Source: an optimization exercise on an open RTL-to-GDS flow (aim: small area, a short achievable clock period and few clock cycles per item). Production flows keep margins and buffers that such runs may drop.
Only the layout flow was run in this run; the RTL was not checked for function there.
Power and IR drop assume default switching activity.

==> flow/design.v <==
module fce (
    input  wire        clk,
    input  wire        rst,         
    input  wire        bus_req,
    input  wire        bus_we,
    input  wire [3:0]  bus_addr,
    input  wire [31:0] bus_wdata,
    output reg  [31:0] bus_rdata,
    output wire        irq
);
    localparam A_ID     = 4'h0;
    localparam A_CMD    = 4'h1;
    localparam A_STATUS = 4'h2;
    localparam A_IRQEN  = 4'h3;
    localparam A_DIN    = 4'h4;
    localparam A_KIN    = 4'h5;
    localparam A_DOUT   = 4'h6;
    localparam A_KEY    = 4'h7;
    localparam A_RK03   = 4'h8;
    localparam A_RK47   = 4'h9;
    localparam [31:0] ID_VALUE = 32'h46434531;
    function [3:0] sbox;
        input [3:0] n;
        begin
            case (n)
                4'h0: sbox = 4'h0;
                4'h1: sbox = 4'h1;
                4'h2: sbox = 4'hB;
                4'h3: sbox = 4'hD;
                4'h4: sbox = 4'h9;
                4'h5: sbox = 4'hE;
                4'h6: sbox = 4'h6;
                4'h7: sbox = 4'h7;
                4'h8: sbox = 4'hC;
                4'h9: sbox = 4'h5;
                4'hA: sbox = 4'h8;
                4'hB: sbox = 4'h3;
                4'hC: sbox = 4'hF;
                4'hD: sbox = 4'h2;
                4'hE: sbox = 4'h4;
                default: sbox = 4'hA;
            endcase
        end
    endfunction
    function [7:0] rotl8;
        input [7:0] b;
        input integer n;
        begin
            rotl8 = (b << n) | (b >> (8 - n));
        end
    endfunction
    function [7:0] round_f;
        input [7:0] r;
        input [7:0] k;
        reg   [7:0] y;
        begin
            y = r ^ k;
            round_f = rotl8({sbox(y[7:4]), sbox(y[3:0])}, 2);
        end
    endfunction
    function [63:0] sched;
        input [15:0] k;
        reg   [7:0]  t [0:7];
        integer      j;
        begin
            t[0] = k[7:0];
            t[1] = k[15:8];
            for (j = 2; j < 8; j = j + 1)
                t[j] = rotl8(t[j-1], 3) ^ rotl8(t[j-2], 5);
            sched = {t[7], t[6], t[5], t[4], t[3], t[2], t[1], t[0]};
        end
    endfunction
    reg [31:0] last_cmd;      
    reg        busy;
    reg        done;
    reg        err_any;
    reg [1:0]  ec;            
    reg        key_valid;
    reg        overrun;
    reg        done_ie;
    reg [15:0] din;
    reg [15:0] kin;
    reg [15:0] dout;
    reg [15:0] key;
    localparam SPLIT = 4;
    reg [7:0]  st_y;
    reg [7:0]  st_r;
    wire [3:0] errcode = {1'b0, ec[1] & ~ec[0], ec[1] & ec[0], ec[0]};
    wire       err     = ec[1] | ec[0];
    wire        wr     = bus_req && bus_we;
    wire        wr_cmd = wr && (bus_addr == A_CMD);
    wire        accept = wr_cmd && !busy;
    wire [31:0] c      = bus_wdata;
    wire        legal  = (c[31:3] == 29'd0) || (c[31:4] == 28'd0 && c[3:0] == 4'd6);
    wire        op_lk  = legal && c[3:0] == 4'd1;
    wire        op_del = legal && c[3:0] == 4'd2;
    wire        op_ed  = legal && (c[3:0] == 4'd3 || c[3:0] == 4'd4);
    wire        op_cmp = legal && c[3:0] == 4'd5;
    wire        op_sb  = legal && c[3:0] == 4'd6;
    wire        w_dec   = c[2] & ~c[0];
    wire        w_cmp   = c[2] &  c[0];
    wire        r_dec   = last_cmd[2] & ~last_cmd[0];
    wire        r_cmp   = last_cmd[2] &  last_cmd[0];
    wire [63:0] rk_key = sched(key);
    wire [63:0] rk_kin = sched(kin);
    reg  [7:0]  k [0:7];
    integer     i;
    always @(*)
        for (i = 0; i < 8; i = i + 1)
            if (i <= SPLIT)
                k[i] = w_dec ? rk_key[8*(7-i) +: 8] : (w_cmp ? rk_kin[8*i +: 8] : rk_key[8*i +: 8]);
            else
                k[i] = r_dec ? rk_key[8*(7-i) +: 8] : (r_cmp ? rk_kin[8*i +: 8] : rk_key[8*i +: 8]);
    wire [7:0]  g_enc = rotl8({sbox(din[7:4] ^ key[7:4]),   sbox(din[3:0] ^ key[3:0])}, 2);
    wire [7:0]  g_dec = rotl8({sbox(din[7:4] ^ rk_key[63:60]), sbox(din[3:0] ^ rk_key[59:56])}, 2);
    wire [7:0]  g_cmp = rotl8({sbox(din[7:4] ^ kin[7:4]),   sbox(din[3:0] ^ kin[3:0])}, 2);
    wire [7:0]  r1_enc = din[15:8] ^ g_enc;
    wire [7:0]  r1_dec = din[15:8] ^ g_dec;
    wire [7:0]  r1_cmp = din[15:8] ^ g_cmp;
    wire [7:0]  y1_enc = r1_enc ^ key[15:8];
    wire [7:0]  y1_dec = r1_dec ^ rk_key[55:48];
    wire [7:0]  y1_cmp = r1_cmp ^ kin[15:8];
    wire [7:0]  r1 = w_dec ? r1_dec : (w_cmp ? r1_cmp : r1_enc);
    wire [7:0]  y1 = w_dec ? y1_dec : (w_cmp ? y1_cmp : y1_enc);
    reg  [7:0]  ya [0:8];
    reg  [7:0]  ra [0:8];
    always @(*) begin
        ra[0] = din[7:0];
        ra[1] = r1;
        ya[1] = y1;
        for (i = 1; i < SPLIT; i = i + 1) begin
            ya[i+1] = rotl8({sbox(ya[i][7:4]), sbox(ya[i][3:0])}, 2) ^ (ra[i-1] ^ k[i+1]);
            ra[i+1] = ya[i+1] ^ k[i+1];
        end
    end
    wire [7:0]  k_split = r_dec ? rk_key[8*(7-SPLIT) +: 8] : (r_cmp ? rk_kin[8*SPLIT +: 8] : rk_key[8*SPLIT +: 8]);
    reg  [7:0]  yb [0:8];
    reg  [7:0]  rb [0:8];
    always @(*) begin
        yb[SPLIT]   = st_y;
        rb[SPLIT-1] = st_r;
        rb[SPLIT]   = st_y ^ k_split;
        for (i = SPLIT; i < 7; i = i + 1) begin
            yb[i+1] = rotl8({sbox(yb[i][7:4]), sbox(yb[i][3:0])}, 2) ^ (rb[i-1] ^ k[i+1]);
            rb[i+1] = yb[i+1] ^ k[i+1];
        end
        rb[8] = rotl8({sbox(yb[7][7:4]), sbox(yb[7][3:0])}, 2) ^ rb[6];
    end
    wire [15:0] cipher = {rb[8], rb[7]};
    always @(posedge clk) begin
        st_y <= ya[SPLIT];
        st_r <= ra[SPLIT-1];
    end
    always @(posedge clk) begin
        if (rst) begin
            last_cmd  <= 32'd0;
            busy      <= 1'b0;
            done      <= 1'b0;
            err_any   <= 1'b0;
            ec        <= 2'd0;
            key_valid <= 1'b0;
            overrun   <= 1'b0;
            done_ie   <= 1'b0;
            din       <= 16'd0;
            kin       <= 16'd0;
            dout      <= 16'd0;
            key       <= 16'd0;
        end else begin
            if (wr) begin
                case (bus_addr)
                    A_STATUS: begin
                        if (bus_wdata[1]) done    <= 1'b0;
                        if (bus_wdata[3]) err_any <= 1'b0;
                        if (bus_wdata[9]) overrun <= 1'b0;
                    end
                    A_IRQEN: done_ie <= bus_wdata[0];
                    A_DIN:   din     <= bus_wdata[15:0];
                    A_KIN:   kin     <= bus_wdata[15:0];
                    default: ;
                endcase
            end
            if (wr_cmd && busy)
                overrun <= 1'b1;
            if (accept) begin
                last_cmd <= c;
                if (!legal) begin
                    done    <= 1'b1;
                    ec      <= 2'b10;
                    err_any <= 1'b1;
                end else if (op_ed && !key_valid) begin
                    done    <= 1'b1;
                    ec      <= 2'b01;
                    err_any <= 1'b1;
                end else if (op_sb && din[15:4] != 12'd0) begin
                    done    <= 1'b1;
                    ec      <= 2'b11;
                    err_any <= 1'b1;
                end else if (op_ed || op_cmp) begin
                    busy <= 1'b1;
                    done <= 1'b0;
                    ec   <= 2'b00;
                end else begin
                    done <= 1'b1;
                    ec   <= 2'b00;
                    if (op_sb)
                        dout <= {12'd0, sbox(din[3:0])};
                    if (op_lk) begin
                        key       <= kin;
                        key_valid <= 1'b1;
                    end
                    if (op_del) begin
                        key       <= 16'd0;
                        key_valid <= 1'b0;
                    end
                end
            end
            if (busy) begin
                busy <= 1'b0;
                done <= 1'b1;
                dout <= cipher;
                if (r_cmp) begin
                    key       <= kin;
                    key_valid <= 1'b1;
                end
            end
        end
    end
    always @(*) begin
        case (bus_addr)
            A_ID:     bus_rdata = ID_VALUE;
            A_CMD:    bus_rdata = last_cmd;
            A_STATUS: bus_rdata = {22'd0, overrun, key_valid, errcode,
                                   err_any, err, done, busy};
            A_IRQEN:  bus_rdata = {31'd0, done_ie};
            A_DIN:    bus_rdata = {16'd0, din};
            A_KIN:    bus_rdata = {16'd0, kin};
            A_DOUT:   bus_rdata = {16'd0, dout};
            A_KEY:    bus_rdata = {16'd0, key};
            A_RK03:   bus_rdata = rk_key[31:0];
            A_RK47:   bus_rdata = rk_key[63:32];
            default:  bus_rdata = 32'd0;
        endcase
    end
    assign irq = done_ie & done;
endmodule
==> flow/flow/run.sh <==
#!/bin/bash
# Standard ORFS layout (the standard.sh), with Yosys's adder extraction
# turned off: with ADDER_MAP_FILE empty the synthesis skips extract_fa, so
# the XORs of the cipher rounds are left to ABC instead of being mapped to
# half-adder cells. Registers and everything else are as standard.sh makes
# them. Each tool's own log is under orfs/logs/; make's output is in
# flow.log.
set -euo pipefail
export ADDER_MAP_FILE=
bash standard.sh > flow.log 2>&1
==> flow/standard.sh <==
#!/bin/bash
# synth_recipe.tcl (not shown) runs the flow's synth.tcl, then flattens the netlist and writes it again
# the make line also repeats each setting of config.mk as NAME=value (left out here)
make -C /OpenROAD-flow-scripts/flow DESIGN_CONFIG=/design/flow/config.mk WORK_HOME=/design/flow/orfs CLKGATE_MAP_FILE= SYNTH_SCRIPT=/design/flow/synth_recipe.tcl "${@:-finish}"
==> flow/config.mk <==
export PLATFORM = sky130hd
export DESIGN_NAME = fce
export DESIGN_NICKNAME = fce
export VERILOG_FILES = /design/flow/design.v
export SDC_FILE = /design/flow/constraint.sdc
export NUM_CORES = 4
export LEC_CHECK = 0
export CAP_MARGIN = 20
export CORE_MARGIN = 2
export CORE_UTILIZATION = 40
export SETUP_SLACK_MARGIN = 2.5
export SLEW_MARGIN = 20
==> flow/constraint.sdc <==
create_clock -name core_clock -period 7.0 [get_ports {clk}]
set_input_delay 1.4000 -clock core_clock [delete_from_list [all_inputs] [get_ports {clk}]]
set_output_delay 1.4000 -clock core_clock [all_outputs]
set_load 0.01 [all_outputs]
==> impl_metrics.toml <==
[worst_hold_path]
hold_path_end = "last_cmd[29]"
hold_start = "last_cmd[29]"
min_path_cells = 2
hold_class = "flop to flop"

[synthesis]
synthFlopType = "dfxtp_1"
synthDominantCellAreaShare_pct = 19.7
synth_edf_count = 0
synth_warnings = 8
ys_seq_elements = 132
synthesis.instances = 1718
synth.largest_area_cell = "dfxtp_1"
syn_nets = 1758
synth_cell_type_count = 98
netlist_area_um2 = 13400
async_flop_share_pct = 0
synth_area_leaders = "dfxtp_1, xnor2_1, nand2_1, xor2_1, a21oi_1"
synth_seq_area_share_pct = 19.7
syn_area_per_cell_um2 = 7.81

[worst_setup_path]
cp-start-kind = "flop"
crit_fanout = 8
critical-path-top-delay-family = "compound AO/OA/AOI/OAI gates"
crit_start = "key[10]"
reg2reg_from = "key[10]"
crit_chain = "xnor3_2, xor2_4, xnor3_2, buf_6, a221oi_4, xnor2_2, a21oi_4, o211a_1, or4_4, and3_4, o211ai_1, o211ai_2, xor2_2, buf_6, xor2_4, a2111oi_1, a221o_2, xnor2_4, buf_6, nor2_4, o32a_1"
arrival_ps = 6160
ff2ff_setup_slack_ps = 1170
required_ps = 7330
cp_slowest_cell = "a2111oi_1"
crit_top_cell = "buf_6"
path_buf_inv = 3
reg2regPathDepth = 21
criticalPathCategory = "flop to flop"
endpoint_kind = "flop"
critPathMaxStageDelay_ps = 530

[global_route]
grt_max_degree = 102
grtUsageTotal_pct = 34.0
grt_first_pass_wirelength_um = 89200
grt_pass1_vias = 14000
grt.overflow.total = 0
antenna_found_initial = 1

[place]
pre_cts_ws_ps = 315
place.gp.congestion = 1.01
dp_hpwl_um = 42600
placed_area_um2 = 15000
io_buffer_count = 72
dpl.cell_count = 2188

[cts]
clock-sinks = 132
tritoncts = "done"
clk_pin_slew_ps = 70
clock-root-buffer = "clkbuf_16"
clk-insertion-delay-late_ps = 450
numCtsBuffers = 17
htree_num_levels = 4
hold_buffers = 0
clockBufferDepth = 2

[pwr]
finalPower_mw = 10.7
powerDensity_nw_per_um2 = 553
vdd_drop_max_uv = 963
leakagePower_nw = 7.54

[sta]
maxSlewHeadroom_pct = 22.5
rsz0062_at_grt = "yes"
fmax_mhz = 171
worst_pin_slew_ps = 1160
setup_violations = 0
final_hold_viol_count = 0
min_period_ps = 5830
holdWs_ps = 459
period_share_pct = 83.3
setup_tns_ps = 0
worst_slack_ps = 1170
fin_worst_skew_ps = 13.5
maxSlewViolCount = 0

[layout]
final_common_cell = "buf_4"
fin_area_um2 = 19300
num_antenna_cells = 0
instances_no_fill = 2439
final_cell_mix = "buf_4, nand2_1, xnor2_1"
drive_gt1_share_pct = 34.6
finish.net_count = 2018
fin_util_pct = 58.0
area_delta_synth_final_pct = 44.0

[route]
ant_nets = 0
dr.pass1.iters = 6
drtIter0Drc = 1979
viasPerCell = 6.11
wl_per_cell_um = 25.1
drcViolationCount = 0
num_vias = 14900
drt-total-wl_um = 61200

[die]
die_x_um = 187
row_count = 67
start_util_pct = 40.3
core_region_area_um2 = 33300
die_height_um = 187
io_pins = 73
die_area_um2 = 35000

[run_status]
status = "no timing/DRC/antenna violations"

[flow_run]
maxCapViolCount = 0
-- sequential cells by signal, summed over array words and instances (netlist names), named ones only --
register	cells
busy	1
din	16
done	1
done_ie	1
dout	16
ec	2
err_any	1
key	16
key_valid	1
kin	16
last_cmd	32
overrun	1
st_r	8
st_y	8
-- power breakdown --
part | switching (mW) | total (mW) | internal [mW]
combinational | 4.52 | 8.86 | 4.34
clock | 0.404 | 0.944 | 0.540
sequential | 0.0435 | 0.872 | 0.828
-- routing by layer --
| layer | track usage [%] | share of wire (%) | vias to the layer above |
|---|---|---|---|
| met4 | 19.0 | 6.3 | 2 |
| met3 | 8.50 | 10 | 221 |
| met1 | 43.0 | 39 | 7177 |
| li1 | - | - | 6583 |
| met5 | 0 | 0.013 | - |
| met2 | 53.1 | 45 | 915 |
-- layout make-up --
type	instances	area [um2]
Tap cell	448	561
Sequential cell	132	2730
Timing Repair Buffer	364	3120
Multi-Input combinational cell	1451	12200
Inverter	12	45.0
Fill cell	2904	14000
Clock inverter	15	185
Clock buffer	17	425
-- worst max path at each step --
stage           end  cells past startpoint  slack, ps
2_1_floorplan  flop                     22       1230
4_1_cts        flop                     22       1330
3_5_place_dp   flop                     20        320
6_report       flop                     21       1170
3_3_place_gp   flop                     20        490
5_1_grt        flop                     21        970
-- kinds of logic after synthesis --
group                    count (synthesis)  share of synthesized area [%]
AND/OR/NAND/NOR                        545                           17.6
AO/OA/AOI/OAI                          475                           23.8
XOR/XNOR                               356                           28.9
buffers and inverters                  140                           4.49
flip-flops                             132                           19.7
multiplexers                            67                           5.29
adder cells (fa/ha/maj)                  3                          0.233
-- worst register-to-register path, delay by kind of cell (launching register included) --
kind | cells | cell delay (ps)
buffers and inverters | 3 | 510
xor gates and xnor gates | 7 | 2010
DFF | 1 | 350
AOI/OAI and AO/OA | 8 | 2100
and+or+nand+nor | 3 | 740
-- cell usage after synthesis, types with 10 or more instances --
cell / number
dfxtp_1: 132
o211ai_1: 18
o22ai_1: 13
nor4_1: 16
xor2_1: 96
a211oi_1: 22
xnor2_1: 201
mux2i_1: 45
a21oi_1: 152
nand2b_1: 18
a222oi_1: 10
o221ai_1: 13
a22oi_1: 49
nor3_1: 35
nor2_1: 148
mux2_2: 21
o21ai_0: 90
inv_1: 12
nand3_1: 23
xnor3_1: 20
a221oi_1: 15
and3_1: 12
clkbuf_1: 98
nand2_1: 252
buf_4: 10
xnor2_2: 10
-- what timing repair did --
action,CTS,global route
gates cloned,5,0
pin swaps,149,56
setup endpoints to repair,72,49
resized for setup,327,100
buffers inserted,178,36

[static timing again, ports no longer ideal]
In the flow no input, the clock included, has a driving cell. The finished layout below was timed again as built, in two steps.
Step 1 (the two cells are an assumption about what drives the block):
set clk [get_ports {clk}]
set_driving_cell -lib_cell sky130_fd_sc_hd__clkbuf_16 $clk
set_driving_cell -lib_cell sky130_fd_sc_hd__buf_2 [delete_from_list [all_inputs] $clk]
Step 2, shift: input delay + t, output delay - t, t = (earliest + latest rising clock arrival at the registers) / 2. This alone moves slack from input paths to output paths.
Slacks: ideal ports / drivers / drivers and shift; pairs: ideal ports / drivers.
t (ns): 0.498
slack for setup (ns): 1.166 / 1.166 / 0.766
worst hold slack (ns): 0.459 / 0.459 / 0.459
worst slew at a driven data input, ns: 0.05
After both steps setup and hold are still met in this run. For this run, drivers alone change the setup slack by 0.000 ns; drivers and shift together by -0.400 ns.
